From an optimization exercise on the open Yosys and OpenROAD flow, aimed at small area, a short achievable clock period and few clock cycles per item; shortcuts taken in it are not production practice. In this exercise RTL edits were held to simulation tests only and were not proved equivalent to the original.

==> inputs of 09-14 <==
Design xq_pinctl, start of the top module:
module xq_pinctl (
    input  wire        clk,
    input  wire        rst,            
    input  wire        req_valid,
    output wire        req_ready,
    input  wire [31:0] req_desc,
    input  wire [2:0]  req_dev,
    input  wire [31:0] req_data,
    output reg         resp_valid,
    output reg  [1:0]  resp_status,
    output reg  [31:0] resp_rdata,
    output reg         ledb_valid,
    output reg         ledb_level,
    output reg         ledg_valid,
    output reg         ledg_level,
    output wire [15:0] gpioa_wire,
    output wire [15:0] gpiob_wire,
    output wire        btn_wire
);
Settings: LEC_CHECK=0, CAP_MARGIN=20, CORE_MARGIN=2, CORE_UTILIZATION=40, SETUP_SLACK_MARGIN=5, SLEW_MARGIN=20; clock period 10.0 ns.
run.sh (not shown) runs the stock make flow with config.mk's settings and CLKGATE_MAP_FILE= SYNTH_SCRIPT=/design/flow/synth_recipe.tcl, a recipe that flattens the netlist after the stock synthesis.
==> 08-16 (differences from 09-14) <==
--- a/flow/design.v
+++ b/flow/design.v
@@ -173,49 +173,50 @@
     always @(*) begin
         case (q_wc)
             2'b00:   q_wmask = 32'h0000_00FF;
             2'b01:   q_wmask = 32'h0000_FFFF;
             default: q_wmask = 32'hFFFF_FFFF;
         endcase
     end
-    reg        r_v;
-    reg [1:0]  r_st;          
-    reg        r_rd, r_wr, r_rs, r_pin, r_con, r_byte;    
-    reg        r_odr;         
-    reg [1:0]  r_c;
-    reg [1:0]  r_wc;
-    reg [5:0]  r_a;
-    reg [2:0]  r_dev;
-    reg [31:0] r_data;        
-    wire       adv;           
-    wire       go = r_v & adv;
-    assign req_ready = ~r_v | adv;
+    localparam PK = 54;
     wire q_done = (q_out == ST_DONE);
+    wire [PK-1:0] q_pk = {
+        q_out,
+        q_done && (q_k == K_READ),
+        q_done && (q_k == K_WRITE),
+        q_done && (q_k == K_RESET),
+        q_done && (q_k == K_PIN_IN),
+        q_done && (q_k == K_CONNECT),
+        q_done && (q_k == K_BYTE_IN),
+        q_done && (q_k == K_WRITE) && (q_c == CL_GPIO) &&
+            ((q_a[5:2] == R_ODR) || (q_a[5:2] == R_BSRR)),
+        q_c, q_wc, q_a, req_dev,
+        (q_bus ? (req_data & q_wmask) : req_data)};
+    reg          r_v;
+    reg [PK-1:0] r0_pk;
+    wire         adv;           
+    wire         go = r_v & adv;
+    assign req_ready = ~r_v | adv;
     always @(posedge clk) begin
         if (rst)
             r_v <= 1'b0;
         else if (req_ready)
             r_v <= req_valid;
-        if (req_ready) begin
-            r_st   <= q_out;
-            r_rd   <= q_done && (q_k == K_READ);
-            r_wr   <= q_done && (q_k == K_WRITE);
-            r_rs   <= q_done && (q_k == K_RESET);
-            r_pin  <= q_done && (q_k == K_PIN_IN);
-            r_con  <= q_done && (q_k == K_CONNECT);
-            r_byte <= q_done && (q_k == K_BYTE_IN);
-            r_odr  <= q_done && (q_k == K_WRITE) && (q_c == CL_GPIO) &&
-                      ((q_a[5:2] == R_ODR) || (q_a[5:2] == R_BSRR));
-            r_c    <= q_c;
-            r_wc   <= q_wc;
-            r_a    <= q_a;
-            r_dev  <= req_dev;
-            r_data <= q_bus ? (req_data & q_wmask) : req_data;
-        end
+        if (req_ready)
+            r0_pk <= q_pk;
     end
+    wire [1:0]  r_st;          
+    wire        r_rd, r_wr, r_rs, r_pin, r_con, r_byte;    
+    wire        r_odr;         
+    wire [1:0]  r_c;
+    wire [1:0]  r_wc;
+    wire [5:0]  r_a;
+    wire [2:0]  r_dev;
+    wire [31:0] r_data;        
+    assign {r_st, r_rd, r_wr, r_rs, r_pin, r_con, r_byte, r_odr, r_c, r_wc, r_a, r_dev, r_data} = r0_pk;
     wire [1:0]  d_c  = r_c;
     wire [1:0]  d_wc = r_wc;
     wire [5:0]  d_a  = r_a;
     wire        gsel    = r_dev[0];
     wire [3:0]  reg_idx = d_a[5:2];
     wire [31:0] eff     = r_data;
     wire [5:0] c_sink = (r_data[18:17] == 2'b00) ? {1'b0, r_data[16], r_data[3:0]}
@@ -330,74 +331,93 @@
                     t_src[n] <= (d_a[5:4] != 2'b00) ? SRC_NONE : (gsel ? SRC_B : SRC_A);
                     t_pin[n] <= d_a[3:0];
                 end
             end
     end
     reg       s2_v;
     reg [1:0] s2_stat;
-    reg       s2_rd, s2_rrcc, s2_rg;
-    reg [3:0] s2_ridx;
+    reg [31:0] s2_rsel;       
     reg [1:0] s2_rwc;
     reg       s2_pv, s2_plvl;
     reg [5:0] s2_psink;
     reg [1:0] s2_ridr;
+    function [3:0] gslot;
+        input [3:0] k;
+        begin
+            gslot = (k >= 4'd7) ? k - 4'd1 : k;    
+        end
+    endfunction
+    reg [31:0] rsel;
+    integer rs;
+    always @(*) begin
+        rsel = 32'd0;
+        if (d_c == CL_CSR) begin
+            for (rs = 0; rs < 14; rs = rs + 1)
+                rsel[rs] = (reg_idx == rs[3:0]);
+        end else if (reg_idx != R_BSRR) begin
+            for (rs = 0; rs < 9; rs = rs + 1)
+                rsel[14 + 9*gsel + rs] = (gslot(reg_idx) == rs[3:0]);
+        end
+    end
     always @(posedge clk) begin
         if (rst) begin
             s2_v    <= 1'b0;
             s2_src  <= SRC_NONE;
             s2_tog  <= 16'd0;
             s2_h1   <= 16'd0;
             s2_h0   <= 16'd0;
             s2_pv   <= 1'b0;
             s2_ridr <= 2'b00;
-            s2_rd   <= 1'b0;
+            s2_rsel <= 32'd0;
         end else if (adv) begin
             s2_v    <= go;
             s2_src  <= x_odr ? (gsel ? SRC_B : SRC_A) : (x_byte ? SRC_BTN : SRC_NONE);
             s2_tog  <= xf1 | xf0;
             s2_h1   <= xh1;
             s2_h0   <= xh0;
             s2_pv   <= x_pin;
             s2_ridr <= {x_rst && d_c == CL_GPIO && gsel, x_rst && d_c == CL_GPIO && !gsel};
-            s2_rd   <= x_rd;
+            s2_rsel <= x_rd ? rsel : 32'd0;
         end
         if (adv) begin
             s2_stat  <= outcome;
-            s2_rrcc  <= (d_c == CL_CSR);
-            s2_rg    <= gsel;
-            s2_ridx  <= reg_idx;
             s2_rwc   <= d_wc;
             s2_plvl  <= (r_data != 32'd0);
             s2_psink <= (d_c == CL_GPIO) ? {1'b0, gsel, d_a[3:0]} : (r_dev[0] ? SINK_LEDG : SINK_LEDB);
         end
     end
     reg        o_v;           
     reg [15:0] e_b, e_g;      
     reg        e_blvl, e_glvl;
     reg        o_bany, o_gany;  
     reg        o_bm, o_gm;    
     reg        o_mix;         
-    reg [3:0]  o_csp;         
+    reg [7:0]  o_csp;         
     reg        wk;            
     reg        wact;          
     reg [15:0] w_h1, w_h0;    
     reg [15:0] w_pins;        
     reg [3:0]  w_cur;         
     reg [31:0] w_cs;          
     wire last  = ~o_bm & ~o_gm;                                
-    wire fix   = o_v & ~wk & (o_mix | (o_csp != 4'd0));        
+    wire fix   = o_v & ~wk & (o_mix | (o_csp != 8'd0));        
     wire wstep = wact & last;                                  
     wire done  = o_v & ~fix & last & ~wact;
     assign adv = ~o_v | done;
     wire [15:0] w_pins_nx = w_pins & ~(16'd1 << w_cur);
-    reg  [15:0] w_sel;
+    reg  [15:0] w_sel;        
+    reg  [15:0] sel_a, sel_b;
+    wire [3:0]  cur_a = low_index(s2_tog);
+    wire [3:0]  cur_b = low_index(w_pins_nx);
     integer ew;
     always @(*) begin
-        for (ew = 0; ew < 16; ew = ew + 1)
-            w_sel[ew] = (e_pin[ew] == w_cur);
+        for (ew = 0; ew < 16; ew = ew + 1) begin
+            sel_a[ew] = (e_pin[ew] == cur_a);
+            sel_b[ew] = (e_pin[ew] == cur_b);
+        end
     end
     wire [15:0] h1   = wact ? (w_h1 & w_sel) : s2_h1;
     wire [15:0] h0   = wact ? (w_h0 & w_sel) : s2_h0;
     wire        d_pv = ~wact & s2_pv;
     reg [15:0] xa1, xa0, xb1, xb0;
     reg [15:0] mb1, mb0, mg1, mg0;
     reg [15:0] sk_oh [0:15];    
@@ -446,33 +466,34 @@
     end
     wire [15:0] mb  = mb1 | mb0;
     wire [15:0] mg  = mg1 | mg0;
     wire [31:0] cs  = v1 & v0 & gate;
     wire [31:0] idr_en = wact ? ({32{wstep}} & w_cs & (v1 | v0)) : ({32{adv}} & (v1 ^ v0) & gate);
     wire [15:0] eb_nx = above_low(e_b);
     wire [15:0] eg_nx = above_low(e_g);
+    reg [31:0] rd_word [0:31];
     reg [31:0] rd_val;
+    integer rw;
     always @(*) begin
-        rd_val = 32'd0;
-        if (s2_rrcc) begin
-            rd_val = rcc[s2_ridx];
-        end else begin
-            case (s2_ridx)
-                R_MODE:   rd_val = g_mode[s2_rg];
-                R_OTYPE:  rd_val = g_otype[s2_rg];
-                R_OSPEED: rd_val = g_ospeed[s2_rg];
-                R_PUPD:   rd_val = g_pupd[s2_rg];
-                R_IDR:    rd_val = {16'd0, g_idr[s2_rg]};
-                R_ODR:    rd_val = g_odr[s2_rg];
-                R_LCK:    rd_val = g_lck[s2_rg];
-                R_AFRL:   rd_val = g_afrl[s2_rg];
-                R_AFRH:   rd_val = g_afrh[s2_rg];
-                default:  rd_val = 32'd0;
-            endcase
+        for (rw = 0; rw < 14; rw = rw + 1)
+            rd_word[rw] = rcc[rw];
+        for (rw = 0; rw < 2; rw = rw + 1) begin
+            rd_word[14 + 9*rw + 0] = g_mode[rw];
+            rd_word[14 + 9*rw + 1] = g_otype[rw];
+            rd_word[14 + 9*rw + 2] = g_ospeed[rw];
+            rd_word[14 + 9*rw + 3] = g_pupd[rw];
+            rd_word[14 + 9*rw + 4] = {16'd0, g_idr[rw]};
+            rd_word[14 + 9*rw + 5] = g_odr[rw];
+            rd_word[14 + 9*rw + 6] = g_lck[rw];
+            rd_word[14 + 9*rw + 7] = g_afrl[rw];
+            rd_word[14 + 9*rw + 8] = g_afrh[rw];
         end
+        rd_val = 32'd0;
+        for (rw = 0; rw < 32; rw = rw + 1)
+            rd_val = rd_val | ({32{s2_rsel[rw]}} & rd_word[rw]);
     end
     reg [31:0] rmask;
     always @(*) begin
         case (s2_rwc)
             2'b00:   rmask = 32'h0000_00FF;
             2'b01:   rmask = 32'h0000_FFFF;
             default: rmask = 32'hFFFF_FFFF;
@@ -508,23 +529,25 @@
         ledg_valid  = ~fix & o_gany;
         ledg_level  = e_glvl;
     end
     integer qc;
     always @(posedge clk) begin
         if (adv) begin
             o_stat  <= s2_stat;
-            o_rdata <= s2_rd ? (rd_val & rmask) : 32'd0;
+            o_rdata <= rd_val & rmask;
             w_h1    <= s2_h1;
             w_h0    <= s2_h0;
             w_pins  <= s2_tog;
-            w_cur   <= low_index(s2_tog);
+            w_cur   <= cur_a;
+            w_sel   <= sel_a;
             w_cs    <= cs;
         end else if (wstep) begin
             w_pins  <= w_pins_nx;
-            w_cur   <= low_index(w_pins_nx);
+            w_cur   <= cur_b;
+            w_sel   <= sel_b;
         end
         if (adv || wstep) begin
             e_b    <= mb;
             e_g    <= mg;
             e_blvl <= (mb1 != 16'd0);
             e_glvl <= (mg1 != 16'd0);
         end else begin
@@ -536,26 +559,26 @@
             wk     <= 1'b0;
             wact   <= 1'b0;
             o_bany <= 1'b0;
             o_gany <= 1'b0;
             o_bm   <= 1'b0;
             o_gm   <= 1'b0;
             o_mix  <= 1'b0;
-            o_csp  <= 4'd0;
+            o_csp  <= 8'd0;
         end else if (adv) begin
             o_v    <= s2_v;
             wk     <= 1'b0;
             wact   <= 1'b0;
             o_bany <= (mb != 16'd0);
             o_gany <= (mg != 16'd0);
             o_bm   <= (above_low(mb) != 16'd0);
             o_gm   <= (above_low(mg) != 16'd0);
             o_mix  <= ((mb1 != 16'd0) && (mb0 != 16'd0)) || ((mg1 != 16'd0) && (mg0 != 16'd0));
-            for (qc = 0; qc < 4; qc = qc + 1)
-                o_csp[qc] <= (cs[8*qc +: 8] != 8'd0);
+            for (qc = 0; qc < 8; qc = qc + 1)
+                o_csp[qc] <= (cs[4*qc +: 4] != 4'd0);
         end else if (fix) begin
             wk     <= 1'b1;
             wact   <= 1'b1;
             o_bany <= 1'b0;
             o_gany <= 1'b0;
             o_bm   <= 1'b0;
             o_gm   <= 1'b0;
==> flow/flow/run.sh (new file) <==
#!/bin/bash
set -euo pipefail
bash standard.sh SETUP_SLACK_MARGIN=6.2 \
    "BUFFER_PORTS_ARGS=-buffer_cell sky130_fd_sc_hd__buf_2" finish > flow_make.log 2>&1
==> flow/standard.sh (new file) <==
#!/bin/bash
# synth_recipe.tcl (not shown) runs the flow's synth.tcl, then flattens the netlist and writes it again
# the make line also repeats each setting of config.mk as NAME=value (left out here)
make -C /OpenROAD-flow-scripts/flow DESIGN_CONFIG=/design/flow/config.mk WORK_HOME=/design/flow/orfs CLKGATE_MAP_FILE= SYNTH_SCRIPT=/design/flow/synth_recipe.tcl "${@:-finish}"
Settings changed: CORE_UTILIZATION 40 to 55, CTS_CLUSTER_DIAMETER set to 80, CTS_CLUSTER_SIZE set to 25, SETUP_SLACK_MARGIN 5 to not set, TNS_END_PERCENT set to 5.
removed: flow/run.sh
==> flow_summary.json <==
{
  "die_height_um": 377,
  "p_leak_nw": 28.9,
  "tightestPinTransition_ps": 1270,
  "outcome": "no timing/DRC/antenna violations",
  "critical_path.max_stage_delay_ps": 840,
  "crit_slowest_cell": "o21ai_4",
  "crit_required_ps": 10420,
  "synthMuxAreaShare_pct": 2.05,
  "arrival_ps": 4650,
  "design_area_mm2": 0.0842,
  "min_to": "s2_rwc[1]$_DFFE_PP_",
  "insertion_delay_ps": 790,
  "yosys_warnings": 21,
  "dr.pass1.iters": 9,
  "globalplace.congestion": 1.09,
  "pg_clk_w": 0.00404,
  "start_util_pct": 55.2,
  "worst-path-buf-inv": 4,
  "syn-instance-count": 6968,
  "fin_ws_ps": 5770,
  "met1_usage_pct": 61.8
}
the above is filed under 08-16

==> flow_summary.json <==
{
  "crit_required_ps": 10680,
  "globalplace.congestion": 1.07,
  "syn-instance-count": 6856,
  "pg_clk_w": 0.00605,
  "outcome": "no timing/DRC/antenna violations",
  "die_height_um": 441,
  "critical_path.max_stage_delay_ps": 650,
  "design_area_mm2": 0.0873,
  "insertion_delay_ps": 850,
  "synthMuxAreaShare_pct": 5.74,
  "fin_ws_ps": 4870,
  "arrival_ps": 5810,
  "crit_slowest_cell": "or4_1",
  "p_leak_nw": 30.2,
  "start_util_pct": 40.3
}
the above is filed under 09-14

Testbench counts of 09-14, summed over its fixed seeds: cycles 8,381, items 8,000.
Testbench counts of 08-16, summed over its fixed seeds: cycles 8,381, items 8,000.

-- port drivers added, routing unchanged --
The results above use ideal ports. As a check the final layouts listed here were re-extracted and re-timed, cells and wires unchanged. Step 1 sets driving cells, clkbuf_16 on the clock port and buf_2 on the other inputs (assumed; they add their load-dependent delay and slew). Step 2, shift: input delay + t, output delay - t, t = (earliest + latest rising clock arrival at the registers) / 2. This alone moves slack from input paths to output paths. Slacks: no drivers / after step 1 / after step 2; pairs: no drivers / after step 1.
run | shift t [ns] | setup WS [ns] | worst setup path after step 2 | cell pins on the clock port's net
09-14 | 0.927 | 4.871 / 4.871 / 4.871 | register to register | 1
08-16 | 0.829 | 5.768 / 5.724 / 5.315 | input to register | 1
After both steps setup and hold are still met in every run listed. For 08-16, which loses most, drivers alone change the setup slack by -0.044 ns; drivers and shift together by -0.453 ns.
